This is an optimization exercise on Yosys and OpenROAD, whose aim is small area, a short achievable clock period and few clock cycles, not a production implementation. The RTL was checked by simulation tests, not by an equivalence proof against the original design.

==> flow/design.v (outline; a module is shown in full before it is edited, if it fits) <==
// module bk_add_32: 127 lines
// module bk_add_64: 253 lines
// module bk_add_65: 257 lines
// module bk_add_70: 273 lines
// module mspfc_scale_alu: 308 lines
module mspfc_scale_alu (
    input  wire        clk,
    input  wire        rst,
    input  wire        in_valid,
    output wire        in_ready,
    input  wire        in_unpack,
    input  wire [2:0]  in_ty,
    input  wire        in_rnd,
    input  wire [63:0] in_v,
    input  wire [63:0] in_s,
    input  wire [63:0] in_o,
    input  wire [31:0] in_n,
    output reg         out_valid,
    output wire [2:0]  out_status,
    output wire [63:0] out_data
);
  // ...
==> flow/run.sh <==
#!/bin/bash
# synth_recipe.tcl (not shown) runs the flow's synth.tcl, then flattens the netlist and writes it again
# the make line also repeats each setting of config.mk as NAME=value (left out here)
make -C /OpenROAD-flow-scripts/flow DESIGN_CONFIG=/design/flow/config.mk WORK_HOME=/design/flow/orfs CLKGATE_MAP_FILE= SYNTH_SCRIPT=/design/flow/synth_recipe.tcl finish
==> flow/config.mk <==
export PLATFORM = sky130hd
export DESIGN_NAME = mspfc_scale_alu
export DESIGN_NICKNAME = mspfc_scale_alu
export VERILOG_FILES = /design/flow/design.v
export SDC_FILE = /design/flow/constraint.sdc
export NUM_CORES = 4
export LEC_CHECK = 0
export CAP_MARGIN = 20
export CORE_MARGIN = 2
export CORE_UTILIZATION = 60
export SETUP_SLACK_MARGIN = 3.5
export SLEW_MARGIN = 20
==> flow/constraint.sdc <==
create_clock -name core_clock -period 11.0 [get_ports {clk}]
set_input_delay 2.2000 -clock core_clock [delete_from_list [all_inputs] [get_ports {clk}]]
set_output_delay 2.2000 -clock core_clock [all_outputs]
set_load 0.01 [all_outputs]
==> impl_results.md, run 1 <==
- Hold Buf Count CTS: 0
- Initial Util: 60.4%
- CTS max path bufs: 3
- GRT busiest layer: met2
- Final hold violations: 0
- Crit. End Element: flop
- First-pass GRT wire length: between 300000 and 400000 um
- Gr usage total: 45.4%
- CTS tree: built
- Reg2reg path depth: 22
- Final Wtd Congestion: 1.05
- Status: complete, no violations
- Met3 Use GR: 11.8%
- Most common cell after layout, fill and taps aside: nand2_1
- Multi-input combinational area share: around 67%
- Netlist cell types: 110
- Xor and xnor area share after synthesis: 10.3%
- CP Max Fanout: 18
- RSZ-0062 raised after global routing: yes
- Crit path DAT: 8.10 ns
- Non-clock buffering overhead: 8.04%
- Multiplexer share of the synthesized area: 5.70%
- Ant. Diodes: 5
- Final setup viols: 0
- Yosys warns: 1
- Layout area overhead: 15.6%
- Post-DP HPWL: 178000 um
- Inverters: ~530
- Stages on the worst setup path: 22
- Placed Instances: 8336
- Critical Path End: rn[5]
- Non-Filler Instances: 8600
Testbench counts, summed over its fixed seeds: cycles 9,689.
==> run 2: changes to the inputs <==
--- a/flow/config.mk
+++ b/flow/config.mk
@@ -8,5 +8,5 @@
 export CAP_MARGIN = 20
 export CORE_MARGIN = 2
-export CORE_UTILIZATION = 60
+export CORE_UTILIZATION = 55
 export SETUP_SLACK_MARGIN = 3.5
 export SLEW_MARGIN = 20
==> run 2 against run 1 <==
Synthesized cell count unchanged; worst setup slack gained 0.11 ns; die area rose by 9.0%; final area about the same; count of clock-buffer cells in the layout grew 2; global-route usage is 3.1 points lower.
==> impl_results.md, run 2 <==
- Pre-CTS setup slack: between 1 and 1.5 ns
- WP data required: about 12 ns
- Filler Cells Inserted: 9381
- Yosys warns: 1 (unchanged)
- Final Wtd Congestion: 1.06 (+1.1%)
- CTS tree: built
- Fin crit period: 7.48 ns
- Final antenna-violating net count: 0
- Seq/Total Area, Yosys: 19.2%
- Die Ht: between 300 and 400 um
- Slew @ Worst Pin: approximately 1.1 ns
- DP Area: around 62000 um^2
- First-pass GRT wire length: 346000 um (+1.6%)
- Setup TNS: 0 ns
- Crit path DAT: 8.05 ns (-0.05 ns)
- Crit. End Element: flop
- Core region area: 105000 um^2
- CTS max path bufs: 3 (unchanged)
- Final instance area: approximately 67000 um^2
- Gr usage total: 42.4% (-3.1 points)
- Pin count of the biggest net entering global routing: between 100 and 150
- Syn_area_per_cell: 8.25 um^2
- Post-synthesis cell count: 7047
- Area leader, netlist: ha_1
- Most frequent cells in the layout: nand2_1 (628), inv_1 (510), nor2_1 (499)
- Util after Layout: 63.9%
- Vias: 57.2k
- Final Max Slew Viols: 0
- Layout area overhead: 15.5% (about the same)
- PortBufs: 300
- Ports: around 300
- Main area contributors after synthesis: ha_1 (11%), dfxtp_1 (11%), fa_1 (9.4%)
- Drt total wl: 236000 um
- Die area: around 110000 um^2
- Post-Syn Nets: slightly above 8k
- DRC Markers: 0
- Final period utilization: 68.0%
- 1st-iter DRT viols: around 7.4k
- Max cap viols: 0
- Asr flop ratio synth: 0%
- Type of origin of the critical path: flop
- Layout cells sized above 1: 10.2%
- Most common cell after layout, fill and taps aside: nand2_1
- Post-DP HPWL: 181000 um (+2.0%)
- Num CTS Buffers: 57
- Post-synth top area share: 11.0%
- Netlist cell types: 110 (unchanged)
- Clk sink count: 473
- H-tree Lvls: 2
- Largest reg by FF count: acc
- Count leader, synth: nand2_1
- # rows: 119
- Final hold violations: 0 (unchanged)
- Root Driver: clkbuf_16
- Number of enable flip-flop cells after synthesis: 167
- Initial Util: 55.3% (-5.1 points)
- CP Max Fanout: 21 (+3)
- Final setup viols: 0 (unchanged)
- Slew margin rel.: 26.0%
- Nets: 8296
- 1st-pass router iterations: 10
- Wire length per cell: 27.0 um
- RSZ-0062 raised after global routing: yes
- Top_reg_cell synth: dfxtp_1
- Synth cell count leaders: nand2_1 (638), inv_1 (520), ha_1 (511)
- Syn Std Cell Area: 58100 um^2
- Vias in the first global route: 53.6k
- Setup CP Type: reg2reg
- Status: complete, no violations
- Die W: 329 um
- Final Worst Setup Slack: 3.52 ns
- Register bit total from synthesis: 473
- Clk_skew: a little over 0.07 ns
- Worst hold path type: reg2reg
- Clock transition at path regs: 0.07 ns
- Via/cell ratio: 6.55
- Clock latency on the worst-skew pair: 0.70 ns
- Initial antenna violation count: 16
- Max reg flops: 66
- Max frequency: around 130 MHz
- Grt ovf: 0
- Hold Buf Count CTS: 0 (unchanged)
==> run 2: cell types whose count changed in the layout (fill, tap and decap cells not counted), sizes merged, moves of 2 or more <==
cell           previous run  this run
bufbuf                    3         1
clkdlybuf4s50           262       260
clkbuf                   90        93
buf                     241       252
dlygate4sd2              11         6
dlymetal6s2s             13        16
diode                     5        12
==> run 2: cells by family (layout without fill, tap and decap cells) <==
kind of cell / count (synthesis) / after routing / share of synthesized area [%]
buffers and inverters: 913 / 1192 / 6.15
AO/OA/AOI/OAI: 1933 / 1934 / 21.9
AND/OR/NAND/NOR: 1994 / 1997 / 16.4
adder cells (fa/ha/maj): 783 / 783 / 20.4
flip-flops: 473 / 473 / 19.2
XOR/XNOR: 650 / 650 / 10.3
multiplexers: 300 / 300 / 5.70
other: 1 / 13 / 0.00645
==> run 2: worst paths after layout <==
kind,from,endpoint,slack (ns),cells after the start
worst max register to register,k[1],rn[0],3.52,25
worst min-delay path,ty[0],ty_h[0],0.35,0
worst max-delay path,k[1],rn[0],3.52,25
worst min register to register,ty[0],ty_h[0],0.35,0
==> run 2: final cells by class <==
type	count	area (um^2)	area share, %
diodes	12	30.0	0.0447
repair inverters	1	8.76	0.0130
clock buffers	75	1670	2.49
inverters	529	2040	3.05
repair buffers	554	5330	7.94
flip-flops and latches	473	11100	16.6
clock inverters	33	363	0.540
multi-input cells	5665	44800	66.7
well taps	1391	1740	2.59
==> run 2: worst max-delay path: stages (launching register included) <==
cell and delay (ns):
edfxtp_1 0.65, inv_1 0.30, fa_1 0.54, a211o_1 0.31
o211ai_1 0.22, a211oi_2 0.22, o2111ai_2 0.36, and2_1 0.18
buf_4 0.26, nor2_1 0.07, buf_4 0.23, mux2i_1 0.15
a21oi_1 0.30, inv_1 0.15, ha_1 0.34, nor2b_1 0.16
o31a_1 0.30, o2111a_1 0.31, nand4bb_1 0.28, a31o_2 0.30
nor2_1 0.25, o31ai_4 0.18, nor2_2 0.49, nor2_1 0.28
mux2i_1 0.18, a221o_1 0.38
==> run 2: repair_timing <==
action                     in CTS  in global routing
buffers inserted               92                 61
pin swaps                      40                 52
setup endpoints to repair     268                169
gates cloned                    8                  5
gates resized for setup       139                182
==> run 2: through the flow <==
step                hold WS (ns)  cells
floorplan                  0.323   7047
global placement           0.336   8446
detailed placement         0.348   8446
CTS                        0.347   8654
global route               0.358   8722
finish                     0.353   8733
==> run 2: layer usage <==
| layer | GRT usage [%] | routed length, um |
|---|---|---|
| met1 | 53.6 | 90400 |
| met4 | 29.3 | 20000 |
| met3 | 9.19 | 24000 |
| met2 | 64.5 | 102000 |
| met5 | 0.391 | 27 |
==> module mspfc_scale_alu, before the edit <==
module mspfc_scale_alu (
    input  wire        clk,
    input  wire        rst,
    input  wire        in_valid,
    output wire        in_ready,
    input  wire        in_unpack,
    input  wire [2:0]  in_ty,
    input  wire        in_rnd,
    input  wire [63:0] in_v,
    input  wire [63:0] in_s,
    input  wire [63:0] in_o,
    input  wire [31:0] in_n,
    output reg         out_valid,
    output wire [2:0]  out_status,
    output wire [63:0] out_data
);
    localparam integer W = 24;        
    localparam [2:0] ST_OK    = 3'd0;
    localparam [2:0] ST_ARG   = 3'd2;
    localparam [2:0] ST_RANGE = 3'd5;
    localparam [1:0] S_IDLE = 2'd0;
    localparam [1:0] S_RUN  = 2'd1;
    localparam [1:0] S_FIN  = 2'd2;
    reg  [1:0]  state;
    reg         first;       
    reg  [6:0]  cnt;
    reg  [3:0]  dig;         
    reg         op_unpack;
    reg  [2:0]  ty;
    reg         rnd;
    reg         bad;
    reg         neg;         
    reg         dneg;        
    reg         narrow;      
    reg  [2:0]  t8;
    reg  [64:0] a;           
    reg  [63:0] k;           
    reg  [W+1:0] k3;         
    reg         big;         
    reg  [65:0] acc;         
    reg  [W-1:0] rn;         
    reg  [64:0] q;           
    wire fin     = (state == S_FIN);
    wire run     = (state == S_RUN);
    wire pk_last = run && !op_unpack && (cnt[3:0] == {t8[1:0], 1'b0} + {t8[2], 3'b000});
    wire up_last = run && op_unpack && (cnt == 7'd0);
    assign in_ready = (state == S_IDLE) || fin || pk_last || up_last;
    wire accept  = in_valid && in_ready;
    wire        s_neg  = in_s[63];
    wire        s_zero = (in_s == 64'd0);
    wire        ty_bad = (in_ty[2:1] == 2'd3);
    wire        i_bad  = s_zero || ty_bad;
    wire [2:0]  i_t8 = (in_s[7:0]   != 8'd0) ? 3'd0 :
                       (in_s[15:8]  != 8'd0) ? 3'd1 :
                       (in_s[23:16] != 8'd0) ? 3'd2 :
                       (in_s[31:24] != 8'd0) ? 3'd3 : 3'd4;
    wire [63:0] s_x    = in_s ^ {64{s_neg}};       
    wire [63:0] s_mag;
    wire        s_mag_co;
    bk_add_64 u_smag (.a(s_x), .b(64'd0), .cin(s_neg), .s(s_mag), .cout(s_mag_co));
    reg         i_narrow;
    reg         i_one;
    reg  [W-1:0] i_kx;
    always @(*) begin
        case (i_t8)
            3'd0:    begin i_narrow = (s_x[63:W]    == 0) && !(s_neg && &s_x[W-1:0]);
                           i_one    = s_neg ? (s_x == 64'h0)        : (in_s == 64'h1);
                           i_kx     = s_x[W-1:0];    end
            3'd1:    begin i_narrow = (s_x[63:W+8]  == 0) && !(s_neg && &s_x[W+7:0]);
                           i_one    = s_neg ? (s_x == 64'hFF)       : (in_s == 64'h100);
                           i_kx     = s_x[W+7:8];    end
            3'd2:    begin i_narrow = (s_x[63:W+16] == 0) && !(s_neg && &s_x[W+15:0]);
                           i_one    = s_neg ? (s_x == 64'hFFFF)     : (in_s == 64'h10000);
                           i_kx     = s_x[W+15:16];  end
            3'd3:    begin i_narrow = (s_x[63:W+24] == 0) && !(s_neg && &s_x[W+23:0]);
                           i_one    = s_neg ? (s_x == 64'hFFFFFF)   : (in_s == 64'h1000000);
                           i_kx     = s_x[W+23:24];  end
            default: begin i_narrow = (s_x[63:W+32] == 0) && !(s_neg && &s_x[W+31:0]);
                           i_one    = s_neg ? (s_x == 64'hFFFFFFFF) : (in_s == 64'h100000000);
                           i_kx     = s_x[W+31:32];  end
        endcase
    end
    wire [W-1:0] i_kn  = i_kx + {{(W-1){1'b0}}, s_neg};
    wire [W+1:0] i_k3  = {2'b00, i_kx} + {1'b0, i_kx, 1'b0} + {24'd0, s_neg, s_neg};
    wire [15:0] s_nz;
    genvar g;
    generate
        for (g = 0; g < 16; g = g + 1) begin : g_nz
            assign s_nz[g] = |s_mag[4*g+3:4*g];
        end
    endgenerate
    reg  [3:0]  i_hid;
    integer     j;
    always @(*) begin
        i_hid = 4'd0;
        for (j = 1; j < 16; j = j + 1)
            if (s_nz[j]) i_hid = j;
    end
    wire [3:0]  i_dig  = s_mag[{i_hid, 2'b00} +: 4];
    wire [15:0] x_nz;
    wire [15:0] x_one;
    generate
        for (g = 0; g < 16; g = g + 1) begin : g_x
            assign x_nz[g]  = |s_x[4*g+3:4*g];
            assign x_one[g] = (s_x[4*g+3:4*g] == 4'd1);
        end
    endgenerate
    reg  [3:0]  x_hid;
    reg         x_top1;      
    always @(*) begin
        x_hid  = 4'd0;
        x_top1 = x_one[0] || !x_nz[0];
        for (j = 1; j < 16; j = j + 1)
            if (x_nz[j]) begin
                x_hid  = j;
                x_top1 = x_one[j];
            end
    end
    wire [4:0]  i_cr   = {1'b0, x_hid} - {2'b00, i_t8[1:0], 1'b0} - {4'd0, x_top1};
    wire        i_csk  = !i_cr[4] && !i_t8[2] && !(&i_t8[1:0]);
    wire [3:0]  i_c    = i_csk ? i_cr[3:0] : 4'd0;
    wire [64:0] d;
    wire        d_co;
    bk_add_65 u_d (.a({in_v[63], in_v}), .b(~{in_o[63], in_o}), .cin(1'b1), .s(d), .cout(d_co));
    wire        d_neg  = d[64];
    reg  [31:0] n_ext;
    always @(*) begin
        case (in_ty[2:1])
            2'd0:    n_ext = {{24{in_ty[0] & in_n[7]}},  in_n[7:0]};
            2'd1:    n_ext = {{16{in_ty[0] & in_n[15]}}, in_n[15:0]};
            default: n_ext = in_n;
        endcase
    end
    wire        n_neg  = in_ty[0] & n_ext[31];
    wire [31:0] n_mag;
    wire        n_mag_co;
    bk_add_32 u_nmag (.a(n_ext ^ {32{n_neg}}), .b(32'd0), .cin(n_neg), .s(n_mag), .cout(n_mag_co));
    wire [52:0] n_sk   = {20'd0, n_mag, 1'b0} << {i_c[2:0], 2'b00};
    reg  [87:0] rq_ld;
    always @(*) begin
        case (in_ty[2:1])
            2'd0:    rq_ld = {n_sk[28:0], 59'd0} >> 3;
            2'd1:    rq_ld = {n_sk[36:0], 51'd0} >> 3;
            default: rq_ld = {n_sk, 35'd0} >> 3;
        endcase
    end
    reg  [64:0] q_ld;
    reg  [W-1:0] r_ld;
    always @(*) begin
        r_ld = {W{1'b0}};
        if (i_one)                   
            q_ld = {32'd0, n_mag, 1'b0} << (6'd32 - {i_t8, 3'b000});
        else if (!i_narrow)          
            q_ld = {1'b0, n_mag, 32'd0};
        else begin
            q_ld = {1'b0, rq_ld[63:0]};
            r_ld = rq_ld[87:64];
        end
    end
    reg  [6:0]  i_dcnt;
    reg  [4:0]  w2p7;
    always @(*) begin
        case (in_ty[2:1])
            2'd0:    w2p7 = 5'd9;
            2'd1:    w2p7 = 5'd11;
            default: w2p7 = 5'd15;
        endcase
        if (!i_narrow)
            i_dcnt = 7'd65;
        else if (i_csk)
            i_dcnt = {2'b00, w2p7 - {1'b0, x_hid} + {4'd0, x_top1}};
        else
            i_dcnt = {2'b00, w2p7 - {1'b0, i_t8, 1'b0}};
    end
    wire [65:0] acc_in = first ? 66'd0 : acc;
    wire        wneg   = acc_in[65];
    wire        wbit   = q[63];
    wire [3:0]  pdig   = op_unpack ? 4'd0 : dig;
    wire [69:0] op1    = op_unpack ? {{3{wneg}}, acc_in, wbit} : {acc_in, (dneg ? pdig : 4'd0)};
    wire [69:0] pp0    = op_unpack ? ({6'd0, k} ^ {70{!wneg}}) : (pdig[0] ? {5'd0, a} : 70'd0);
    wire [69:0] pp1    = pdig[1] ? {4'd0, a, 1'b0} : 70'd0;
    wire [69:0] pp2    = pdig[2] ? {3'd0, a, 2'b0} : 70'd0;
    wire [69:0] pp3    = pdig[3] ? {2'd0, a, 3'b0} : 70'd0;
    wire        wcin   = op_unpack && !wneg;     
    wire [69:0] cs1s   = op1 ^ pp0 ^ pp1;
    wire [69:0] cs1c   = ((op1 & pp0) | (op1 & pp1) | (pp0 & pp1)) << 1;
    wire [69:0] cs2s   = cs1s ^ cs1c ^ pp2;
    wire [69:0] cs2c   = ((cs1s & cs1c) | (cs1s & pp2) | (cs1c & pp2)) << 1;
    wire [69:0] cs3s   = cs2s ^ cs2c ^ pp3;
    wire [69:0] cs3c   = ((cs2s & cs2c) | (cs2s & pp3) | (cs2c & pp3)) << 1;
    wire [69:0] msum;
    wire        msum_co;
    bk_add_70 u_msum (.a(cs3s), .b(cs3c), .cin(wcin), .s(msum), .cout(msum_co));
    wire [W-1:0] kn  = k[W-1:0];
    wire [W+1:0] nt0 = {rn, q[63:62]};
    wire [W+2:0] s01 = {1'b0, nt0} - {3'b000, kn};
    wire [W+2:0] s02 = {1'b0, nt0} - {2'b00, kn, 1'b0};
    wire [W+2:0] s03 = {1'b0, nt0} - {1'b0, k3};
    wire [1:0]   qd0 = !s03[W+2] ? 2'd3 : !s02[W+2] ? 2'd2 : !s01[W+2] ? 2'd1 : 2'd0;
    wire [W-1:0] nr0 = !s03[W+2] ? s03[W-1:0] : !s02[W+2] ? s02[W-1:0]
                     : !s01[W+2] ? s01[W-1:0] : nt0[W-1:0];
    wire [W+1:0] nt1 = {nr0, q[61:60]};
    wire [W+2:0] s11 = {1'b0, nt1} - {3'b000, kn};
    wire [W+2:0] s12 = {1'b0, nt1} - {2'b00, kn, 1'b0};
    wire [W+2:0] s13 = {1'b0, nt1} - {1'b0, k3};
    wire [1:0]   qd1 = !s13[W+2] ? 2'd3 : !s12[W+2] ? 2'd2 : !s11[W+2] ? 2'd1 : 2'd0;
    wire [W-1:0] nr  = !s13[W+2] ? s13[W-1:0] : !s12[W+2] ? s12[W-1:0]
                     : !s11[W+2] ? s11[W-1:0] : nt1[W-1:0];
    wire [64:0]  nq  = {q[60:0], qd0, qd1};
    wire [64:0] q_run  = narrow ? nq : {q[63:0], !first && !acc[65]};
    reg  [64:0] res;         
    reg  [63:0] o_h;
    reg         up_h;        
    reg         bad_h;
    reg         neg_h;
    reg  [2:0]  ty_h;
    wire [66:0] up_s   = {{2{o_h[63]}}, o_h, res[0]} + {neg_h, neg_h, res};
    wire [65:0] up_r   = up_s[66:1];
    wire        up_ovf = (up_r[65:63] != 3'b000) && (up_r[65:63] != 3'b111);
    reg  [32:0] pk_w;
    reg         pk_hi;
    reg         pk_rb;
    always @(*) begin
        case (t8)
            3'd0:    begin pk_w = msum[64:32]; pk_hi = |msum[69:65]; pk_rb = msum[31]; end
            3'd1:    begin pk_w = msum[56:24]; pk_hi = |msum[69:57]; pk_rb = msum[23]; end
            3'd2:    begin pk_w = msum[48:16]; pk_hi = |msum[69:49]; pk_rb = msum[15]; end
            3'd3:    begin pk_w = msum[40:8];  pk_hi = |msum[69:41]; pk_rb = msum[7];  end
            default: begin pk_w = msum[32:0];  pk_hi = |msum[69:33]; pk_rb = 1'b0;     end
        endcase
    end
    wire [32:0] pk_n33 = res[32:0];
    wire        pk_r   = res[34];      
    wire        pk_big = (!first && big) || (acc_in[65:62] != 4'd0) || (msum[69:66] != 4'd0);
    reg  [32:0] pk_lim;
    always @(*) begin
        case (ty_h[2:1])
            2'd0:    pk_lim = neg_h ? (ty_h[0] ? 33'h80 : 33'd0)
                                    : (ty_h[0] ? 33'h7F : 33'hFF);
            2'd1:    pk_lim = neg_h ? (ty_h[0] ? 33'h8000 : 33'd0)
                                    : (ty_h[0] ? 33'h7FFF : 33'hFFFF);
            default: pk_lim = neg_h ? (ty_h[0] ? 33'h80000000 : 33'd0)
                                    : (ty_h[0] ? 33'h7FFFFFFF : 33'hFFFFFFFF);
        endcase
    end
    wire        pk_ovf = res[33] || (pk_r ? (pk_n33 >= pk_lim) : (pk_n33 > pk_lim));
    wire [31:0] pk_n;
    wire        pk_n_co;
    bk_add_32 u_pkn (.a(pk_n33[31:0] ^ {32{neg_h}}), .b(32'd0), .cin(neg_h ^ pk_r), .s(pk_n), .cout(pk_n_co));
    reg  [31:0] pk_bytes;
    always @(*) begin
        case (ty_h[2:1])
            2'd0:    pk_bytes = {24'd0, pk_n[7:0]};
            2'd1:    pk_bytes = {16'd0, pk_n[15:0]};
            default: pk_bytes = pk_n;
        endcase
    end
    assign out_status = !up_h ? (pk_ovf ? ST_RANGE : ST_OK)
                      : bad_h ? ST_ARG : up_ovf ? ST_RANGE : ST_OK;
    assign out_data   = !up_h ? (pk_ovf ? 64'd0 : {32'd0, pk_bytes})
                      : (bad_h || up_ovf) ? 64'd0 : up_r[63:0];
    always @(posedge clk) begin
        if (rst) begin
            state     <= S_IDLE;
            out_valid <= 1'b0;
        end else begin
            out_valid <= fin || pk_last || up_last;
            if (accept)
                state <= (i_bad || (in_unpack && i_one)) ? S_FIN : S_RUN;
            else if (fin || pk_last || up_last)
                state <= S_IDLE;
        end
        first <= accept;
        if (in_ready) begin
            op_unpack <= in_unpack;
            ty        <= in_ty;
            rnd       <= in_rnd;
            bad       <= i_bad;
            t8        <= i_t8;
            narrow    <= i_narrow;
            k         <= {s_mag[63:W], (in_unpack && i_narrow) ? i_kn : s_mag[W-1:0]};
            k3        <= i_k3;
            neg       <= in_unpack ? (n_neg ^ s_neg) : (d_neg ^ s_neg);
            dneg      <= d_neg;
            a         <= in_unpack ? {in_o[63], in_o} : (d ^ {65{d_neg}});
        end
        if (accept) begin
            rn  <= r_ld;
            q   <= q_ld;
            cnt <= in_unpack ? i_dcnt : {3'b000, i_hid};
            dig <= i_dig;
        end else begin
            rn  <= nr;
            q   <= q_run;
            cnt <= cnt - 7'd1;
            dig <= k[{cnt[3:0] - 4'd1, 2'b00} +: 4];
        end
        big <= pk_big;
        acc <= msum[65:0];
        res   <= pk_last ? {30'd0, pk_rb && !rnd, pk_big || pk_hi, pk_w}
                 : (fin ? q : q_run) ^ {65{neg}};
        o_h   <= a[63:0];
        up_h  <= op_unpack || bad;
        bad_h <= bad;
        neg_h <= neg;
        ty_h  <= ty;
    end
endmodule
==> run 3: changes to the inputs <==
--- a/flow/design.v
+++ b/flow/design.v
@@ -1,2 +1,210 @@
+module bk_add_26 (
+    input  wire [25:0] a,
+    input  wire [25:0] b,
+    input  wire        cin,
+    output wire [25:0] s,
+    output wire        cout
+);
+    wire [25:0] hp = a ^ b;
+    wire [25:0] hg = a & b;
+    wire g_0 = hg[0] | (hp[0] & cin);
+    wire g_1 = hg[2] | (hp[2] & hg[1]);
+    wire p_1 = hp[2] & hp[1];
+    wire g_2 = hg[4] | (hp[4] & hg[3]);
+    wire p_2 = hp[4] & hp[3];
+    wire g_3 = hg[6] | (hp[6] & hg[5]);
+    wire p_3 = hp[6] & hp[5];
+    wire g_4 = hg[8] | (hp[8] & hg[7]);
+    wire p_4 = hp[8] & hp[7];
+    wire g_5 = hg[10] | (hp[10] & hg[9]);
+    wire p_5 = hp[10] & hp[9];
+    wire g_6 = hg[12] | (hp[12] & hg[11]);
+    wire p_6 = hp[12] & hp[11];
+    wire g_7 = hg[14] | (hp[14] & hg[13]);
+    wire p_7 = hp[14] & hp[13];
+    wire g_8 = hg[16] | (hp[16] & hg[15]);
+    wire p_8 = hp[16] & hp[15];
+    wire g_9 = hg[18] | (hp[18] & hg[17]);
+    wire p_9 = hp[18] & hp[17];
+    wire g_10 = hg[20] | (hp[20] & hg[19]);
+    wire p_10 = hp[20] & hp[19];
+    wire g_11 = hg[22] | (hp[22] & hg[21]);
+    wire p_11 = hp[22] & hp[21];
+    wire g_12 = hg[24] | (hp[24] & hg[23]);
+    wire p_12 = hp[24] & hp[23];
+    wire g_13 = g_1 | (p_1 & g_0);
+    wire g_14 = g_3 | (p_3 & g_2);
+    wire p_14 = p_3 & p_2;
+    wire g_15 = g_5 | (p_5 & g_4);
+    wire p_15 = p_5 & p_4;
+    wire g_16 = g_7 | (p_7 & g_6);
+    wire p_16 = p_7 & p_6;
+    wire g_17 = g_9 | (p_9 & g_8);
+    wire p_17 = p_9 & p_8;
+    wire g_18 = g_11 | (p_11 & g_10);
+    wire p_18 = p_11 & p_10;
+    wire g_19 = g_14 | (p_14 & g_13);
+    wire g_20 = g_16 | (p_16 & g_15);
+    wire p_20 = p_16 & p_15;
+    wire g_21 = g_18 | (p_18 & g_17);
+    wire p_21 = p_18 & p_17;
+    wire g_22 = g_20 | (p_20 & g_19);
+    wire g_23 = g_21 | (p_21 & g_22);
+    wire g_24 = g_15 | (p_15 & g_19);
+    wire g_25 = g_17 | (p_17 & g_22);
+    wire g_26 = g_2 | (p_2 & g_13);
+    wire g_27 = g_4 | (p_4 & g_19);
+    wire g_28 = g_6 | (p_6 & g_24);
+    wire g_29 = g_8 | (p_8 & g_22);
+    wire g_30 = g_10 | (p_10 & g_25);
+    wire g_31 = g_12 | (p_12 & g_23);
+    wire g_32 = hg[1] | (hp[1] & g_0);
+    wire g_33 = hg[3] | (hp[3] & g_13);
+    wire g_34 = hg[5] | (hp[5] & g_26);
+    wire g_35 = hg[7] | (hp[7] & g_19);
+    wire g_36 = hg[9] | (hp[9] & g_27);
+    wire g_37 = hg[11] | (hp[11] & g_24);
+    wire g_38 = hg[13] | (hp[13] & g_28);
+    wire g_39 = hg[15] | (hp[15] & g_22);
+    wire g_40 = hg[17] | (hp[17] & g_29);
+    wire g_41 = hg[19] | (hp[19] & g_25);
+    wire g_42 = hg[21] | (hp[21] & g_30);
+    wire g_43 = hg[23] | (hp[23] & g_23);
+    wire g_44 = hg[25] | (hp[25] & g_31);
+    assign s[0] = hp[0] ^ cin;
+    assign s[1] = hp[1] ^ g_0;
+    assign s[2] = hp[2] ^ g_32;
+    assign s[3] = hp[3] ^ g_13;
+    assign s[4] = hp[4] ^ g_33;
+    assign s[5] = hp[5] ^ g_26;
+    assign s[6] = hp[6] ^ g_34;
+    assign s[7] = hp[7] ^ g_19;
+    assign s[8] = hp[8] ^ g_35;
+    assign s[9] = hp[9] ^ g_27;
+    assign s[10] = hp[10] ^ g_36;
+    assign s[11] = hp[11] ^ g_24;
+    assign s[12] = hp[12] ^ g_37;
+    assign s[13] = hp[13] ^ g_28;
+    assign s[14] = hp[14] ^ g_38;
+    assign s[15] = hp[15] ^ g_22;
+    assign s[16] = hp[16] ^ g_39;
+    assign s[17] = hp[17] ^ g_29;
+    assign s[18] = hp[18] ^ g_40;
+    assign s[19] = hp[19] ^ g_25;
+    assign s[20] = hp[20] ^ g_41;
+    assign s[21] = hp[21] ^ g_30;
+    assign s[22] = hp[22] ^ g_42;
+    assign s[23] = hp[23] ^ g_23;
+    assign s[24] = hp[24] ^ g_43;
+    assign s[25] = hp[25] ^ g_31;
+    assign cout = g_44;
+endmodule
+module bk_add_27 (
+    input  wire [26:0] a,
+    input  wire [26:0] b,
+    input  wire        cin,
+    output wire [26:0] s,
+    output wire        cout
+);
+    wire [26:0] hp = a ^ b;
+    wire [26:0] hg = a & b;
+    wire g_0 = hg[0] | (hp[0] & cin);
+    wire g_1 = hg[2] | (hp[2] & hg[1]);
+    wire p_1 = hp[2] & hp[1];
+    wire g_2 = hg[4] | (hp[4] & hg[3]);
+    wire p_2 = hp[4] & hp[3];
+    wire g_3 = hg[6] | (hp[6] & hg[5]);
+    wire p_3 = hp[6] & hp[5];
+    wire g_4 = hg[8] | (hp[8] & hg[7]);
+    wire p_4 = hp[8] & hp[7];
+    wire g_5 = hg[10] | (hp[10] & hg[9]);
+    wire p_5 = hp[10] & hp[9];
+    wire g_6 = hg[12] | (hp[12] & hg[11]);
+    wire p_6 = hp[12] & hp[11];
+    wire g_7 = hg[14] | (hp[14] & hg[13]);
+    wire p_7 = hp[14] & hp[13];
+    wire g_8 = hg[16] | (hp[16] & hg[15]);
+    wire p_8 = hp[16] & hp[15];
+    wire g_9 = hg[18] | (hp[18] & hg[17]);
+    wire p_9 = hp[18] & hp[17];
+    wire g_10 = hg[20] | (hp[20] & hg[19]);
+    wire p_10 = hp[20] & hp[19];
+    wire g_11 = hg[22] | (hp[22] & hg[21]);
+    wire p_11 = hp[22] & hp[21];
+    wire g_12 = hg[24] | (hp[24] & hg[23]);
+    wire p_12 = hp[24] & hp[23];
+    wire g_13 = hg[26] | (hp[26] & hg[25]);
+    wire p_13 = hp[26] & hp[25];
+    wire g_14 = g_1 | (p_1 & g_0);
+    wire g_15 = g_3 | (p_3 & g_2);
+    wire p_15 = p_3 & p_2;
+    wire g_16 = g_5 | (p_5 & g_4);
+    wire p_16 = p_5 & p_4;
+    wire g_17 = g_7 | (p_7 & g_6);
+    wire p_17 = p_7 & p_6;
+    wire g_18 = g_9 | (p_9 & g_8);
+    wire p_18 = p_9 & p_8;
+    wire g_19 = g_11 | (p_11 & g_10);
+    wire p_19 = p_11 & p_10;
+    wire g_20 = g_13 | (p_13 & g_12);
+    wire p_20 = p_13 & p_12;
+    wire g_21 = g_15 | (p_15 & g_14);
+    wire g_22 = g_17 | (p_17 & g_16);
+    wire p_22 = p_17 & p_16;
+    wire g_23 = g_19 | (p_19 & g_18);
+    wire p_23 = p_19 & p_18;
+    wire g_24 = g_22 | (p_22 & g_21);
+    wire g_25 = g_23 | (p_23 & g_24);
+    wire g_26 = g_16 | (p_16 & g_21);
+    wire g_27 = g_18 | (p_18 & g_24);
+    wire g_28 = g_20 | (p_20 & g_25);
+    wire g_29 = g_2 | (p_2 & g_14);
+    wire g_30 = g_4 | (p_4 & g_21);
+    wire g_31 = g_6 | (p_6 & g_26);
+    wire g_32 = g_8 | (p_8 & g_24);
+    wire g_33 = g_10 | (p_10 & g_27);
+    wire g_34 = g_12 | (p_12 & g_25);
+    wire g_35 = hg[1] | (hp[1] & g_0);
+    wire g_36 = hg[3] | (hp[3] & g_14);
+    wire g_37 = hg[5] | (hp[5] & g_29);
+    wire g_38 = hg[7] | (hp[7] & g_21);
+    wire g_39 = hg[9] | (hp[9] & g_30);
+    wire g_40 = hg[11] | (hp[11] & g_26);
+    wire g_41 = hg[13] | (hp[13] & g_31);
+    wire g_42 = hg[15] | (hp[15] & g_24);
+    wire g_43 = hg[17] | (hp[17] & g_32);
+    wire g_44 = hg[19] | (hp[19] & g_27);
+    wire g_45 = hg[21] | (hp[21] & g_33);
+    wire g_46 = hg[23] | (hp[23] & g_25);
+    wire g_47 = hg[25] | (hp[25] & g_34);
+    assign s[0] = hp[0] ^ cin;
+    assign s[1] = hp[1] ^ g_0;
+    assign s[2] = hp[2] ^ g_35;
+    assign s[3] = hp[3] ^ g_14;
+    assign s[4] = hp[4] ^ g_36;
+    assign s[5] = hp[5] ^ g_29;
+    assign s[6] = hp[6] ^ g_37;
+    assign s[7] = hp[7] ^ g_21;
+    assign s[8] = hp[8] ^ g_38;
+    assign s[9] = hp[9] ^ g_30;
+    assign s[10] = hp[10] ^ g_39;
+    assign s[11] = hp[11] ^ g_26;
+    assign s[12] = hp[12] ^ g_40;
+    assign s[13] = hp[13] ^ g_31;
+    assign s[14] = hp[14] ^ g_41;
+    assign s[15] = hp[15] ^ g_24;
+    assign s[16] = hp[16] ^ g_42;
+    assign s[17] = hp[17] ^ g_32;
+    assign s[18] = hp[18] ^ g_43;
+    assign s[19] = hp[19] ^ g_27;
+    assign s[20] = hp[20] ^ g_44;
+    assign s[21] = hp[21] ^ g_33;
+    assign s[22] = hp[22] ^ g_45;
+    assign s[23] = hp[23] ^ g_25;
+    assign s[24] = hp[24] ^ g_46;
+    assign s[25] = hp[25] ^ g_34;
+    assign s[26] = hp[26] ^ g_47;
+    assign cout = g_28;
+endmodule
 module bk_add_32 (
     input  wire [31:0] a,
@@ -636,4 +844,269 @@
     assign cout = g_90;
 endmodule
+module bk_add_67 (
+    input  wire [66:0] a,
+    input  wire [66:0] b,
+    input  wire        cin,
+    output wire [66:0] s,
+    output wire        cout
+);
+    wire [66:0] hp = a ^ b;
+    wire [66:0] hg = a & b;
+    wire g_0 = hg[0] | (hp[0] & cin);
+    wire g_1 = hg[2] | (hp[2] & hg[1]);
+    wire p_1 = hp[2] & hp[1];
+    wire g_2 = hg[4] | (hp[4] & hg[3]);
+    wire p_2 = hp[4] & hp[3];
+    wire g_3 = hg[6] | (hp[6] & hg[5]);
+    wire p_3 = hp[6] & hp[5];
+    wire g_4 = hg[8] | (hp[8] & hg[7]);
+    wire p_4 = hp[8] & hp[7];
+    wire g_5 = hg[10] | (hp[10] & hg[9]);
+    wire p_5 = hp[10] & hp[9];
+    wire g_6 = hg[12] | (hp[12] & hg[11]);
+    wire p_6 = hp[12] & hp[11];
+    wire g_7 = hg[14] | (hp[14] & hg[13]);
+    wire p_7 = hp[14] & hp[13];
+    wire g_8 = hg[16] | (hp[16] & hg[15]);
+    wire p_8 = hp[16] & hp[15];
+    wire g_9 = hg[18] | (hp[18] & hg[17]);
+    wire p_9 = hp[18] & hp[17];
+    wire g_10 = hg[20] | (hp[20] & hg[19]);
+    wire p_10 = hp[20] & hp[19];
+    wire g_11 = hg[22] | (hp[22] & hg[21]);
+    wire p_11 = hp[22] & hp[21];
+    wire g_12 = hg[24] | (hp[24] & hg[23]);
+    wire p_12 = hp[24] & hp[23];
+    wire g_13 = hg[26] | (hp[26] & hg[25]);
+    wire p_13 = hp[26] & hp[25];
+    wire g_14 = hg[28] | (hp[28] & hg[27]);
+    wire p_14 = hp[28] & hp[27];
+    wire g_15 = hg[30] | (hp[30] & hg[29]);
+    wire p_15 = hp[30] & hp[29];
+    wire g_16 = hg[32] | (hp[32] & hg[31]);
+    wire p_16 = hp[32] & hp[31];
+    wire g_17 = hg[34] | (hp[34] & hg[33]);
+    wire p_17 = hp[34] & hp[33];
+    wire g_18 = hg[36] | (hp[36] & hg[35]);
+    wire p_18 = hp[36] & hp[35];
+    wire g_19 = hg[38] | (hp[38] & hg[37]);
+    wire p_19 = hp[38] & hp[37];
+    wire g_20 = hg[40] | (hp[40] & hg[39]);
+    wire p_20 = hp[40] & hp[39];
+    wire g_21 = hg[42] | (hp[42] & hg[41]);
+    wire p_21 = hp[42] & hp[41];
+    wire g_22 = hg[44] | (hp[44] & hg[43]);
+    wire p_22 = hp[44] & hp[43];
+    wire g_23 = hg[46] | (hp[46] & hg[45]);
+    wire p_23 = hp[46] & hp[45];
+    wire g_24 = hg[48] | (hp[48] & hg[47]);
+    wire p_24 = hp[48] & hp[47];
+    wire g_25 = hg[50] | (hp[50] & hg[49]);
+    wire p_25 = hp[50] & hp[49];
+    wire g_26 = hg[52] | (hp[52] & hg[51]);
+    wire p_26 = hp[52] & hp[51];
+    wire g_27 = hg[54] | (hp[54] & hg[53]);
+    wire p_27 = hp[54] & hp[53];
+    wire g_28 = hg[56] | (hp[56] & hg[55]);
+    wire p_28 = hp[56] & hp[55];
+    wire g_29 = hg[58] | (hp[58] & hg[57]);
+    wire p_29 = hp[58] & hp[57];
+    wire g_30 = hg[60] | (hp[60] & hg[59]);
+    wire p_30 = hp[60] & hp[59];
+    wire g_31 = hg[62] | (hp[62] & hg[61]);
+    wire p_31 = hp[62] & hp[61];
+    wire g_32 = hg[64] | (hp[64] & hg[63]);
+    wire p_32 = hp[64] & hp[63];
+    wire g_33 = hg[66] | (hp[66] & hg[65]);
+    wire p_33 = hp[66] & hp[65];
+    wire g_34 = g_1 | (p_1 & g_0);
+    wire g_35 = g_3 | (p_3 & g_2);
+    wire p_35 = p_3 & p_2;
+    wire g_36 = g_5 | (p_5 & g_4);
+    wire p_36 = p_5 & p_4;
+    wire g_37 = g_7 | (p_7 & g_6);
+    wire p_37 = p_7 & p_6;
+    wire g_38 = g_9 | (p_9 & g_8);
+    wire p_38 = p_9 & p_8;
+    wire g_39 = g_11 | (p_11 & g_10);
+    wire p_39 = p_11 & p_10;
+    wire g_40 = g_13 | (p_13 & g_12);
+    wire p_40 = p_13 & p_12;
+    wire g_41 = g_15 | (p_15 & g_14);
+    wire p_41 = p_15 & p_14;
+    wire g_42 = g_17 | (p_17 & g_16);
+    wire p_42 = p_17 & p_16;
+    wire g_43 = g_19 | (p_19 & g_18);
+    wire p_43 = p_19 & p_18;
+    wire g_44 = g_21 | (p_21 & g_20);
+    wire p_44 = p_21 & p_20;
+    wire g_45 = g_23 | (p_23 & g_22);
+    wire p_45 = p_23 & p_22;
+    wire g_46 = g_25 | (p_25 & g_24);
+    wire p_46 = p_25 & p_24;
+    wire g_47 = g_27 | (p_27 & g_26);
+    wire p_47 = p_27 & p_26;
+    wire g_48 = g_29 | (p_29 & g_28);
+    wire p_48 = p_29 & p_28;
+    wire g_49 = g_31 | (p_31 & g_30);
+    wire p_49 = p_31 & p_30;
+    wire g_50 = g_33 | (p_33 & g_32);
+    wire p_50 = p_33 & p_32;
+    wire g_51 = g_35 | (p_35 & g_34);
+    wire g_52 = g_37 | (p_37 & g_36);
+    wire p_52 = p_37 & p_36;
+    wire g_53 = g_39 | (p_39 & g_38);
+    wire p_53 = p_39 & p_38;
+    wire g_54 = g_41 | (p_41 & g_40);
+    wire p_54 = p_41 & p_40;
+    wire g_55 = g_43 | (p_43 & g_42);
+    wire p_55 = p_43 & p_42;
+    wire g_56 = g_45 | (p_45 & g_44);
+    wire p_56 = p_45 & p_44;
+    wire g_57 = g_47 | (p_47 & g_46);
+    wire p_57 = p_47 & p_46;
+    wire g_58 = g_49 | (p_49 & g_48);
+    wire p_58 = p_49 & p_48;
+    wire g_59 = g_52 | (p_52 & g_51);
+    wire g_60 = g_54 | (p_54 & g_53);
+    wire p_60 = p_54 & p_53;
+    wire g_61 = g_56 | (p_56 & g_55);
+    wire p_61 = p_56 & p_55;
+    wire g_62 = g_58 | (p_58 & g_57);
+    wire p_62 = p_58 & p_57;
+    wire g_63 = g_60 | (p_60 & g_59);
+    wire g_64 = g_62 | (p_62 & g_61);
+    wire p_64 = p_62 & p_61;
+    wire g_65 = g_64 | (p_64 & g_63);
+    wire g_66 = g_61 | (p_61 & g_63);
+    wire g_67 = g_53 | (p_53 & g_59);
+    wire g_68 = g_55 | (p_55 & g_63);
+    wire g_69 = g_57 | (p_57 & g_66);
+    wire g_70 = g_36 | (p_36 & g_51);
+    wire g_71 = g_38 | (p_38 & g_59);
+    wire g_72 = g_40 | (p_40 & g_67);
+    wire g_73 = g_42 | (p_42 & g_63);
+    wire g_74 = g_44 | (p_44 & g_68);
+    wire g_75 = g_46 | (p_46 & g_66);
+    wire g_76 = g_48 | (p_48 & g_69);
+    wire g_77 = g_50 | (p_50 & g_65);
+    wire g_78 = g_2 | (p_2 & g_34);
+    wire g_79 = g_4 | (p_4 & g_51);
+    wire g_80 = g_6 | (p_6 & g_70);
+    wire g_81 = g_8 | (p_8 & g_59);
+    wire g_82 = g_10 | (p_10 & g_71);
+    wire g_83 = g_12 | (p_12 & g_67);
+    wire g_84 = g_14 | (p_14 & g_72);
+    wire g_85 = g_16 | (p_16 & g_63);
+    wire g_86 = g_18 | (p_18 & g_73);
+    wire g_87 = g_20 | (p_20 & g_68);
+    wire g_88 = g_22 | (p_22 & g_74);
+    wire g_89 = g_24 | (p_24 & g_66);
+    wire g_90 = g_26 | (p_26 & g_75);
+    wire g_91 = g_28 | (p_28 & g_69);
+    wire g_92 = g_30 | (p_30 & g_76);
+    wire g_93 = g_32 | (p_32 & g_65);
+    wire g_94 = hg[1] | (hp[1] & g_0);
+    wire g_95 = hg[3] | (hp[3] & g_34);
+    wire g_96 = hg[5] | (hp[5] & g_78);
+    wire g_97 = hg[7] | (hp[7] & g_51);
+    wire g_98 = hg[9] | (hp[9] & g_79);
+    wire g_99 = hg[11] | (hp[11] & g_70);
+    wire g_100 = hg[13] | (hp[13] & g_80);
+    wire g_101 = hg[15] | (hp[15] & g_59);
+    wire g_102 = hg[17] | (hp[17] & g_81);
+    wire g_103 = hg[19] | (hp[19] & g_71);
+    wire g_104 = hg[21] | (hp[21] & g_82);
+    wire g_105 = hg[23] | (hp[23] & g_67);
+    wire g_106 = hg[25] | (hp[25] & g_83);
+    wire g_107 = hg[27] | (hp[27] & g_72);
+    wire g_108 = hg[29] | (hp[29] & g_84);
+    wire g_109 = hg[31] | (hp[31] & g_63);
+    wire g_110 = hg[33] | (hp[33] & g_85);
+    wire g_111 = hg[35] | (hp[35] & g_73);
+    wire g_112 = hg[37] | (hp[37] & g_86);
+    wire g_113 = hg[39] | (hp[39] & g_68);
+    wire g_114 = hg[41] | (hp[41] & g_87);
+    wire g_115 = hg[43] | (hp[43] & g_74);
+    wire g_116 = hg[45] | (hp[45] & g_88);
+    wire g_117 = hg[47] | (hp[47] & g_66);
+    wire g_118 = hg[49] | (hp[49] & g_89);
+    wire g_119 = hg[51] | (hp[51] & g_75);
+    wire g_120 = hg[53] | (hp[53] & g_90);
+    wire g_121 = hg[55] | (hp[55] & g_69);
+    wire g_122 = hg[57] | (hp[57] & g_91);
+    wire g_123 = hg[59] | (hp[59] & g_76);
+    wire g_124 = hg[61] | (hp[61] & g_92);
+    wire g_125 = hg[63] | (hp[63] & g_65);
+    wire g_126 = hg[65] | (hp[65] & g_93);
+    assign s[0] = hp[0] ^ cin;
+    assign s[1] = hp[1] ^ g_0;
+    assign s[2] = hp[2] ^ g_94;
+    assign s[3] = hp[3] ^ g_34;
+    assign s[4] = hp[4] ^ g_95;
+    assign s[5] = hp[5] ^ g_78;
+    assign s[6] = hp[6] ^ g_96;
+    assign s[7] = hp[7] ^ g_51;
+    assign s[8] = hp[8] ^ g_97;
+    assign s[9] = hp[9] ^ g_79;
+    assign s[10] = hp[10] ^ g_98;
+    assign s[11] = hp[11] ^ g_70;
+    assign s[12] = hp[12] ^ g_99;
+    assign s[13] = hp[13] ^ g_80;
+    assign s[14] = hp[14] ^ g_100;
+    assign s[15] = hp[15] ^ g_59;
+    assign s[16] = hp[16] ^ g_101;
+    assign s[17] = hp[17] ^ g_81;
+    assign s[18] = hp[18] ^ g_102;
+    assign s[19] = hp[19] ^ g_71;
+    assign s[20] = hp[20] ^ g_103;
+    assign s[21] = hp[21] ^ g_82;
+    assign s[22] = hp[22] ^ g_104;
+    assign s[23] = hp[23] ^ g_67;
+    assign s[24] = hp[24] ^ g_105;
+    assign s[25] = hp[25] ^ g_83;
+    assign s[26] = hp[26] ^ g_106;
+    assign s[27] = hp[27] ^ g_72;
+    assign s[28] = hp[28] ^ g_107;
+    assign s[29] = hp[29] ^ g_84;
+    assign s[30] = hp[30] ^ g_108;
+    assign s[31] = hp[31] ^ g_63;
+    assign s[32] = hp[32] ^ g_109;
+    assign s[33] = hp[33] ^ g_85;
+    assign s[34] = hp[34] ^ g_110;
+    assign s[35] = hp[35] ^ g_73;
+    assign s[36] = hp[36] ^ g_111;
+    assign s[37] = hp[37] ^ g_86;
+    assign s[38] = hp[38] ^ g_112;
+    assign s[39] = hp[39] ^ g_68;
+    assign s[40] = hp[40] ^ g_113;
+    assign s[41] = hp[41] ^ g_87;
+    assign s[42] = hp[42] ^ g_114;
+    assign s[43] = hp[43] ^ g_74;
+    assign s[44] = hp[44] ^ g_115;
+    assign s[45] = hp[45] ^ g_88;
+    assign s[46] = hp[46] ^ g_116;
+    assign s[47] = hp[47] ^ g_66;
+    assign s[48] = hp[48] ^ g_117;
+    assign s[49] = hp[49] ^ g_89;
+    assign s[50] = hp[50] ^ g_118;
+    assign s[51] = hp[51] ^ g_75;
+    assign s[52] = hp[52] ^ g_119;
+    assign s[53] = hp[53] ^ g_90;
+    assign s[54] = hp[54] ^ g_120;
+    assign s[55] = hp[55] ^ g_69;
+    assign s[56] = hp[56] ^ g_121;
+    assign s[57] = hp[57] ^ g_91;
+    assign s[58] = hp[58] ^ g_122;
+    assign s[59] = hp[59] ^ g_76;
+    assign s[60] = hp[60] ^ g_123;
+    assign s[61] = hp[61] ^ g_92;
+    assign s[62] = hp[62] ^ g_124;
+    assign s[63] = hp[63] ^ g_65;
+    assign s[64] = hp[64] ^ g_125;
+    assign s[65] = hp[65] ^ g_93;
+    assign s[66] = hp[66] ^ g_126;
+    assign cout = g_77;
+endmodule
 module bk_add_70 (
     input  wire [69:0] a,
@@ -971,26 +1444,27 @@
     reg         i_narrow;
     reg         i_one;
-    reg  [W-1:0] i_kx;
+    reg  [W-1:0] i_kn;
     always @(*) begin
         case (i_t8)
             3'd0:    begin i_narrow = (s_x[63:W]    == 0) && !(s_neg && &s_x[W-1:0]);
                            i_one    = s_neg ? (s_x == 64'h0)        : (in_s == 64'h1);
-                           i_kx     = s_x[W-1:0];    end
+                           i_kn     = s_mag[W-1:0];    end
             3'd1:    begin i_narrow = (s_x[63:W+8]  == 0) && !(s_neg && &s_x[W+7:0]);
                            i_one    = s_neg ? (s_x == 64'hFF)       : (in_s == 64'h100);
-                           i_kx     = s_x[W+7:8];    end
+                           i_kn     = s_mag[W+7:8];    end
             3'd2:    begin i_narrow = (s_x[63:W+16] == 0) && !(s_neg && &s_x[W+15:0]);
                            i_one    = s_neg ? (s_x == 64'hFFFF)     : (in_s == 64'h10000);
-                           i_kx     = s_x[W+15:16];  end
+                           i_kn     = s_mag[W+15:16];  end
             3'd3:    begin i_narrow = (s_x[63:W+24] == 0) && !(s_neg && &s_x[W+23:0]);
                            i_one    = s_neg ? (s_x == 64'hFFFFFF)   : (in_s == 64'h1000000);
-                           i_kx     = s_x[W+23:24];  end
+                           i_kn     = s_mag[W+23:24];  end
             default: begin i_narrow = (s_x[63:W+32] == 0) && !(s_neg && &s_x[W+31:0]);
                            i_one    = s_neg ? (s_x == 64'hFFFFFFFF) : (in_s == 64'h100000000);
-                           i_kx     = s_x[W+31:32];  end
+                           i_kn     = s_mag[W+31:32];  end
         endcase
     end
-    wire [W-1:0] i_kn  = i_kx + {{(W-1){1'b0}}, s_neg};
-    wire [W+1:0] i_k3  = {2'b00, i_kx} + {1'b0, i_kx, 1'b0} + {24'd0, s_neg, s_neg};
+    wire [W+1:0] i_k3;
+    wire        i_k3_co;
+    bk_add_26 u_k3 (.a({2'b00, i_kn}), .b({1'b0, i_kn, 1'b0}), .cin(1'b0), .s(i_k3), .cout(i_k3_co));
     wire [15:0] s_nz;
     genvar g;
@@ -1092,26 +1566,46 @@
     wire [69:0] pp2    = pdig[2] ? {3'd0, a, 2'b0} : 70'd0;
     wire [69:0] pp3    = pdig[3] ? {2'd0, a, 3'b0} : 70'd0;
-    wire        wcin   = op_unpack && !wneg;     
+    reg  [69:0] rc;          
+    always @(*) begin
+        rc = {69'd0, op_unpack && !wneg};
+        if (pk_last && !rnd)
+            case (t8)
+                3'd0:    rc[31] = 1'b1;
+                3'd1:    rc[23] = 1'b1;
+                3'd2:    rc[15] = 1'b1;
+                3'd3:    rc[7]  = 1'b1;
+                default: rc = 70'd0;
+            endcase
+    end
     wire [69:0] cs1s   = op1 ^ pp0 ^ pp1;
     wire [69:0] cs1c   = ((op1 & pp0) | (op1 & pp1) | (pp0 & pp1)) << 1;
-    wire [69:0] cs2s   = cs1s ^ cs1c ^ pp2;
-    wire [69:0] cs2c   = ((cs1s & cs1c) | (cs1s & pp2) | (cs1c & pp2)) << 1;
-    wire [69:0] cs3s   = cs2s ^ cs2c ^ pp3;
-    wire [69:0] cs3c   = ((cs2s & cs2c) | (cs2s & pp3) | (cs2c & pp3)) << 1;
+    wire [69:0] cs2s   = pp2 ^ pp3 ^ rc;
+    wire [69:0] cs2c   = ((pp2 & pp3) | (pp2 & rc) | (pp3 & rc)) << 1;
+    wire [69:0] cs3s   = cs1s ^ cs1c ^ cs2s;
+    wire [69:0] cs3c   = ((cs1s & cs1c) | (cs1s & cs2s) | (cs1c & cs2s)) << 1;
+    wire [69:0] cs4s   = cs3s ^ cs3c ^ cs2c;
+    wire [69:0] cs4c   = ((cs3s & cs3c) | (cs3s & cs2c) | (cs3c & cs2c)) << 1;
     wire [69:0] msum;
     wire        msum_co;
-    bk_add_70 u_msum (.a(cs3s), .b(cs3c), .cin(wcin), .s(msum), .cout(msum_co));
+    bk_add_70 u_msum (.a(cs4s), .b(cs4c), .cin(1'b0), .s(msum), .cout(msum_co));
     wire [W-1:0] kn  = k[W-1:0];
+    wire [W+2:0] nk1 = ~{3'b000, kn};
+    wire [W+2:0] nk2 = ~{2'b00, kn, 1'b0};
+    wire [W+2:0] nk3 = ~{1'b0, k3};
     wire [W+1:0] nt0 = {rn, q[63:62]};
-    wire [W+2:0] s01 = {1'b0, nt0} - {3'b000, kn};
-    wire [W+2:0] s02 = {1'b0, nt0} - {2'b00, kn, 1'b0};
-    wire [W+2:0] s03 = {1'b0, nt0} - {1'b0, k3};
+    wire [W+2:0] s01, s02, s03;
+    wire         c01, c02, c03;
+    bk_add_27 u_s01 (.a({1'b0, nt0}), .b(nk1), .cin(1'b1), .s(s01), .cout(c01));
+    bk_add_27 u_s02 (.a({1'b0, nt0}), .b(nk2), .cin(1'b1), .s(s02), .cout(c02));
+    bk_add_27 u_s03 (.a({1'b0, nt0}), .b(nk3), .cin(1'b1), .s(s03), .cout(c03));
     wire [1:0]   qd0 = !s03[W+2] ? 2'd3 : !s02[W+2] ? 2'd2 : !s01[W+2] ? 2'd1 : 2'd0;
     wire [W-1:0] nr0 = !s03[W+2] ? s03[W-1:0] : !s02[W+2] ? s02[W-1:0]
                      : !s01[W+2] ? s01[W-1:0] : nt0[W-1:0];
     wire [W+1:0] nt1 = {nr0, q[61:60]};
-    wire [W+2:0] s11 = {1'b0, nt1} - {3'b000, kn};
-    wire [W+2:0] s12 = {1'b0, nt1} - {2'b00, kn, 1'b0};
-    wire [W+2:0] s13 = {1'b0, nt1} - {1'b0, k3};
+    wire [W+2:0] s11, s12, s13;
+    wire         c11, c12, c13;
+    bk_add_27 u_s11 (.a({1'b0, nt1}), .b(nk1), .cin(1'b1), .s(s11), .cout(c11));
+    bk_add_27 u_s12 (.a({1'b0, nt1}), .b(nk2), .cin(1'b1), .s(s12), .cout(c12));
+    bk_add_27 u_s13 (.a({1'b0, nt1}), .b(nk3), .cin(1'b1), .s(s13), .cout(c13));
     wire [1:0]   qd1 = !s13[W+2] ? 2'd3 : !s12[W+2] ? 2'd2 : !s11[W+2] ? 2'd1 : 2'd0;
     wire [W-1:0] nr  = !s13[W+2] ? s13[W-1:0] : !s12[W+2] ? s12[W-1:0]
@@ -1125,21 +1619,21 @@
     reg         neg_h;
     reg  [2:0]  ty_h;
-    wire [66:0] up_s   = {{2{o_h[63]}}, o_h, res[0]} + {neg_h, neg_h, res};
+    wire [66:0] up_s;
+    wire        up_co;
+    bk_add_67 u_up (.a({{2{o_h[63]}}, o_h, res[0]}), .b({neg_h, neg_h, res}), .cin(1'b0), .s(up_s), .cout(up_co));
     wire [65:0] up_r   = up_s[66:1];
     wire        up_ovf = (up_r[65:63] != 3'b000) && (up_r[65:63] != 3'b111);
     reg  [32:0] pk_w;
     reg         pk_hi;
-    reg         pk_rb;
     always @(*) begin
         case (t8)
-            3'd0:    begin pk_w = msum[64:32]; pk_hi = |msum[69:65]; pk_rb = msum[31]; end
-            3'd1:    begin pk_w = msum[56:24]; pk_hi = |msum[69:57]; pk_rb = msum[23]; end
-            3'd2:    begin pk_w = msum[48:16]; pk_hi = |msum[69:49]; pk_rb = msum[15]; end
-            3'd3:    begin pk_w = msum[40:8];  pk_hi = |msum[69:41]; pk_rb = msum[7];  end
-            default: begin pk_w = msum[32:0];  pk_hi = |msum[69:33]; pk_rb = 1'b0;     end
+            3'd0:    begin pk_w = msum[64:32]; pk_hi = |msum[69:65]; end
+            3'd1:    begin pk_w = msum[56:24]; pk_hi = |msum[69:57]; end
+            3'd2:    begin pk_w = msum[48:16]; pk_hi = |msum[69:49]; end
+            3'd3:    begin pk_w = msum[40:8];  pk_hi = |msum[69:41]; end
+            default: begin pk_w = msum[32:0];  pk_hi = |msum[69:33]; end
         endcase
     end
     wire [32:0] pk_n33 = res[32:0];
-    wire        pk_r   = res[34];      
     wire        pk_big = (!first && big) || (acc_in[65:62] != 4'd0) || (msum[69:66] != 4'd0);
     reg  [32:0] pk_lim;
@@ -1154,8 +1648,8 @@
         endcase
     end
-    wire        pk_ovf = res[33] || (pk_r ? (pk_n33 >= pk_lim) : (pk_n33 > pk_lim));
+    wire        pk_ovf = res[33] || (pk_n33 > pk_lim);
     wire [31:0] pk_n;
     wire        pk_n_co;
-    bk_add_32 u_pkn (.a(pk_n33[31:0] ^ {32{neg_h}}), .b(32'd0), .cin(neg_h ^ pk_r), .s(pk_n), .cout(pk_n_co));
+    bk_add_32 u_pkn (.a(pk_n33[31:0] ^ {32{neg_h}}), .b(32'd0), .cin(neg_h), .s(pk_n), .cout(pk_n_co));
     reg  [31:0] pk_bytes;
     always @(*) begin
@@ -1208,5 +1702,5 @@
         big <= pk_big;
         acc <= msum[65:0];
-        res   <= pk_last ? {30'd0, pk_rb && !rnd, pk_big || pk_hi, pk_w}
+        res   <= pk_last ? {31'd0, pk_big || pk_hi, pk_w}
                  : (fin ? q : q_run) ^ {65{neg}};
         o_h   <= a[63:0];
==> run 3 against run 2 <==
Clock skew down 0.022 ns; area after synthesis down 2.7%; final cell count down 6.3%; die area down 2.7%; wire length down 8.5%; count of clock-buffer cells in the layout down 9; critical path depth down 2; synthesized cell count down 8.2%.
==> impl_results.md, run 3 <==
- Grt ovf: 0 (unchanged)
- Worst hold path type: reg2reg
- Pre-CTS setup slack: 1.51 ns (+0.387 ns)
- Vias in the first global route: 49.7k (-7.2%)
- Final Wtd Congestion: 1.01 (-4.4%)
- Layout cells sized above 1: 14.9% (+4.7 points)
- Ports: 301 (unchanged)
- 1st-iter DRT viols: 5532 (-25%)
- Clk sink count: 473 (unchanged)
- Root Driver: clkbuf_16
- Setup CP Type: reg2out
- Final setup viols: 0 (unchanged)
- Area leader, netlist: fa_1
- Status: complete, no violations
- Layout area overhead: 19.0%
- Non-Filler Instances: 8182 (-6.3%)
- Number of enable flip-flop cells after synthesis: 167 (unchanged)
- Most frequent cells in the layout: nand2_1 (519), ha_1 (514), inv_1 (474)
- Final antenna-violating net count: 0 (unchanged)
- Max frequency: 130 MHz (-3.1%)
- Drt total wl: 216000 um (-8.5%)
- Final period utilization: 70.1% (+2.2 points)
- Register bit total from synthesis: 473 (unchanged)
- Syn Std Cell Area: 56500 um^2 (-2.7%)
- R2R Setup Slk: 3.49 ns (-0.03 ns)
- RSZ-0062 raised after global routing: yes
- Slew @ Worst Pin: 1.15 ns (+0.0427 ns)
- Post-DP HPWL: 166000 um (-8.2%)
- Post-synth top area share: 13.3% (+2.3 points)
- DRC Markers: 0 (unchanged)
- Top_reg_cell synth: dfxtp_1
- Min-delay src: ty[1]
- Yosys warns: 1 (unchanged)
- Most common cell after layout, fill and taps aside: nand2_1
- Num CTS Buffers: 57 (unchanged)
- Wire length per cell: 26.4 um (-2.3%)
- Vias: 51.7k (-9.5%)
- Via/cell ratio: 6.32 (-3.4%)
- Syn_area_per_cell: 8.74 um^2 (+5.9%)
- Origin of the critical flop-to-flop path: t8[2]
- Die Ht: 325 um (-1.4%)
- Final hold violations: 0 (unchanged)
- Type of origin of the critical path: flop
- Final Worst Setup Slack: 3.29 ns (-0.239 ns)
- Core region area: 102000 um^2 (-3.1%)
- Pin count of the biggest net entering global routing: 144 (+9.1%)
- Fin crit period: 7.71 ns (+0.239 ns)
- 1st-pass router iterations: 8 (-2)
- Synth cell count leaders: ha_1 (549), nand2_1 (540), inv_1 (492)
- Crit path DAT: 5.51 ns (-2.54 ns)
- Main area contributors after synthesis: fa_1 (13%), ha_1 (12%), dfxtp_1 (11%)
- Clock transition at path regs: 0.06 ns (about the same)
- Hold WS: 0.344 ns (-0.00863 ns)
- Gr usage total: 39.6% (-2.8 points)
- H-tree Lvls: 2 (unchanged)
- Netlist cell types: 104 (-5.5%)
- Initial antenna violation count: 14 (-2)
- Asr flop ratio synth: 0% (unchanged)
- Setup TNS: 0 ns (unchanged)
- Worst Hold End: ty_h[1]
- CP Max Fanout: 5 (-76%)
- Cell count of the worst hold path: 0 (unchanged)
- CTS tree: built
- CTS max path bufs: 3 (unchanged)
- WP data required: 8.80 ns (-2.77 ns)
- R2r endpoint: res[33]
- Reg2reg path depth: 29 (+16%)
- Max reg flops: 66 (unchanged)
- Crit. End Element: output port
- Max cap viols: 0 (unchanged)
- Clk_skew: 0.0488 ns (-0.0220 ns)
- Initial Util: 55.5% (+0.20 points)
- Die area: 105000 um^2 (-2.7%)
- Seq/Total Area, Yosys: 19.7% (+0.54 points)
- Count leader, synth: ha_1
- Largest reg by FF count: acc
- Clock latency on the worst-skew pair: 0.71 ns (about the same)
- Filler Cells Inserted: 8678 (-7.5%)
- PortBufs: 300 (unchanged)
- Final Max Slew Viols: 0 (unchanged)
- Nets: 7918 (-4.6%)
- Slew margin rel.: 22.8% (-3.2 points)
- # rows: 117 (-1.7%)
- Placed Instances: 7878 (-6.7%)
- Post-synthesis cell count: 6471 (-8.2%)
- First-pass GRT wire length: 317000 um (-8.2%)
- Post-Syn Nets: 7628 (-5.4%)
- Die W: 325 um (-1.4%)
## run 3: layer usage
metal,wire length [um],part of all wire (%),up-vias,GRT usage [%]
met5,92,0.043,-,0
met1,86100,40,25100,51.4
met3,18900,8.8,691,7.35
met2,95300,44,2500,61.2
li1,-,-,23400,-
met4,15600,7.2,14,24.0
## run 3: what timing repair did
| action | CTS | global route |
|---|---|---|
| endpoints found under the setup margin | 291 | 164 |
| gates resized for setup | 549 | 309 |
| hold buffers | 0 | 0 |
| gates cloned | 11 | 8 |
| setup buffers | 86 | 87 |
| pin swaps | 64 | 121 |
## run 3: kinds of logic (layout without fill, tap and decap cells)
logic type / count (synthesis) / count (layout) / synth area share, %
buffers and inverters: 859 / 1194 / 5.86
multiplexers: 322 / 322 / 6.30
AO/OA/AOI/OAI: 1619 / 1619 / 18.7
other: 0 / 4 / 0
AND/OR/NAND/NOR: 1720 / 1724 / 14.9
adder cells (fa/ha/maj): 925 / 925 / 25.5
XOR/XNOR: 553 / 553 / 9.08
flip-flops: 473 / 473 / 19.7
## run 3: worst max-delay path, stage by stage, from the launching register on
cell	delay, ns
dfxtp_2	0.34
ha_4	0.28
o21a_1	0.12
o211ai_1	0.11
or3b_4	0.42
o22ai_4	0.15
o211ai_1	0.13
buf_4	0.18
a2111oi_4	0.42
o211ai_1	0.19
a21o_1	0.21
a211oi_2	0.20
nor2_2	0.10
o21ai_2	0.16
fa_1	0.43
nand3b_1	0.20
o21ai_2	0.10
nor3b_4	0.25
buf_12	0.16
buf_12	0.10
buf_16	0.11
buf_12	0.12
and2_4	0.20
buf_6	0.12
## run 3: final cells by class
class	instances	area, um^2	area share, %
inverters	495	1890	2.80
flip-flops and latches	473	11200	16.6
repair buffers	591	5930	8.81
diodes	4	10.0	0.0149
clock inverters	42	534	0.794
multi-input cells	5143	44500	66.2
clock buffers	66	1520	2.26
well taps	1368	1710	2.54
## run 3: metrics by stage
stage | utilization, % | instance area (um^2)
after global placement | 59.9 | 61000
after global routing | 66.0 | 67300
after CTS | 64.2 | 65400
final | 66.0 | 67300
after detailed placement | 59.9 | 61000
after floorplan | - | 57100
## run 3: worst max-delay path by stage
| stage | start | end | slack, ns |
|---|---|---|---|
| 4_1_cts | o_h[5] | out_data[50] | 3.42 |
| 3_3_place_gp | in_s[16] | k3[24] | 1.57 |
| 3_5_place_dp | in_s[12] | k3[24] | 1.51 |
| 6_report | res[6] | out_data[50] | 3.29 |
| 5_1_grt | res[6] | out_data[50] | 3.14 |
| 2_1_floorplan | cnt[0] | in_ready | -0.90 |
Testbench counts of run 3, summed over its fixed seeds: cycles 9,689.

==> port drivers added, routing unchanged <==
The flow's constraints put no driver on any port. The routed layouts listed below were extracted and timed again, unchanged, in two steps.
Step 1 sets driving cells, clkbuf_16 on the clock port and buf_2 on the other inputs (assumed; they add their load-dependent delay and slew).
Step 2 also shifts input and output timing later by t, the mid clock arrival at the registers, as if the neighbouring blocks saw the same clock.
a / b / c = ideal / step 1 / step 2; a / b = the first two.
| run | shift t [ns] | setup WS [ns] | worst register clock-pin slew, ns | cell pins on the clock port's net |
|---|---|---|---|---|
| run 1 | 0.716 | 3.413 / 3.451 / 2.738 | 0.07 / 0.07 | 1 |
| run 2 | 0.732 | 3.524 / 3.524 / 2.935 | 0.07 / 0.07 | 1 |
| run 3 | 0.766 | 3.285 / 3.205 / 2.854 | 0.07 / 0.07 | 1 |
After both steps setup and hold are still met in every run listed. The setup slack of run 1, which loses most, moves by +0.038 ns with the drivers and by -0.675 ns with both steps.
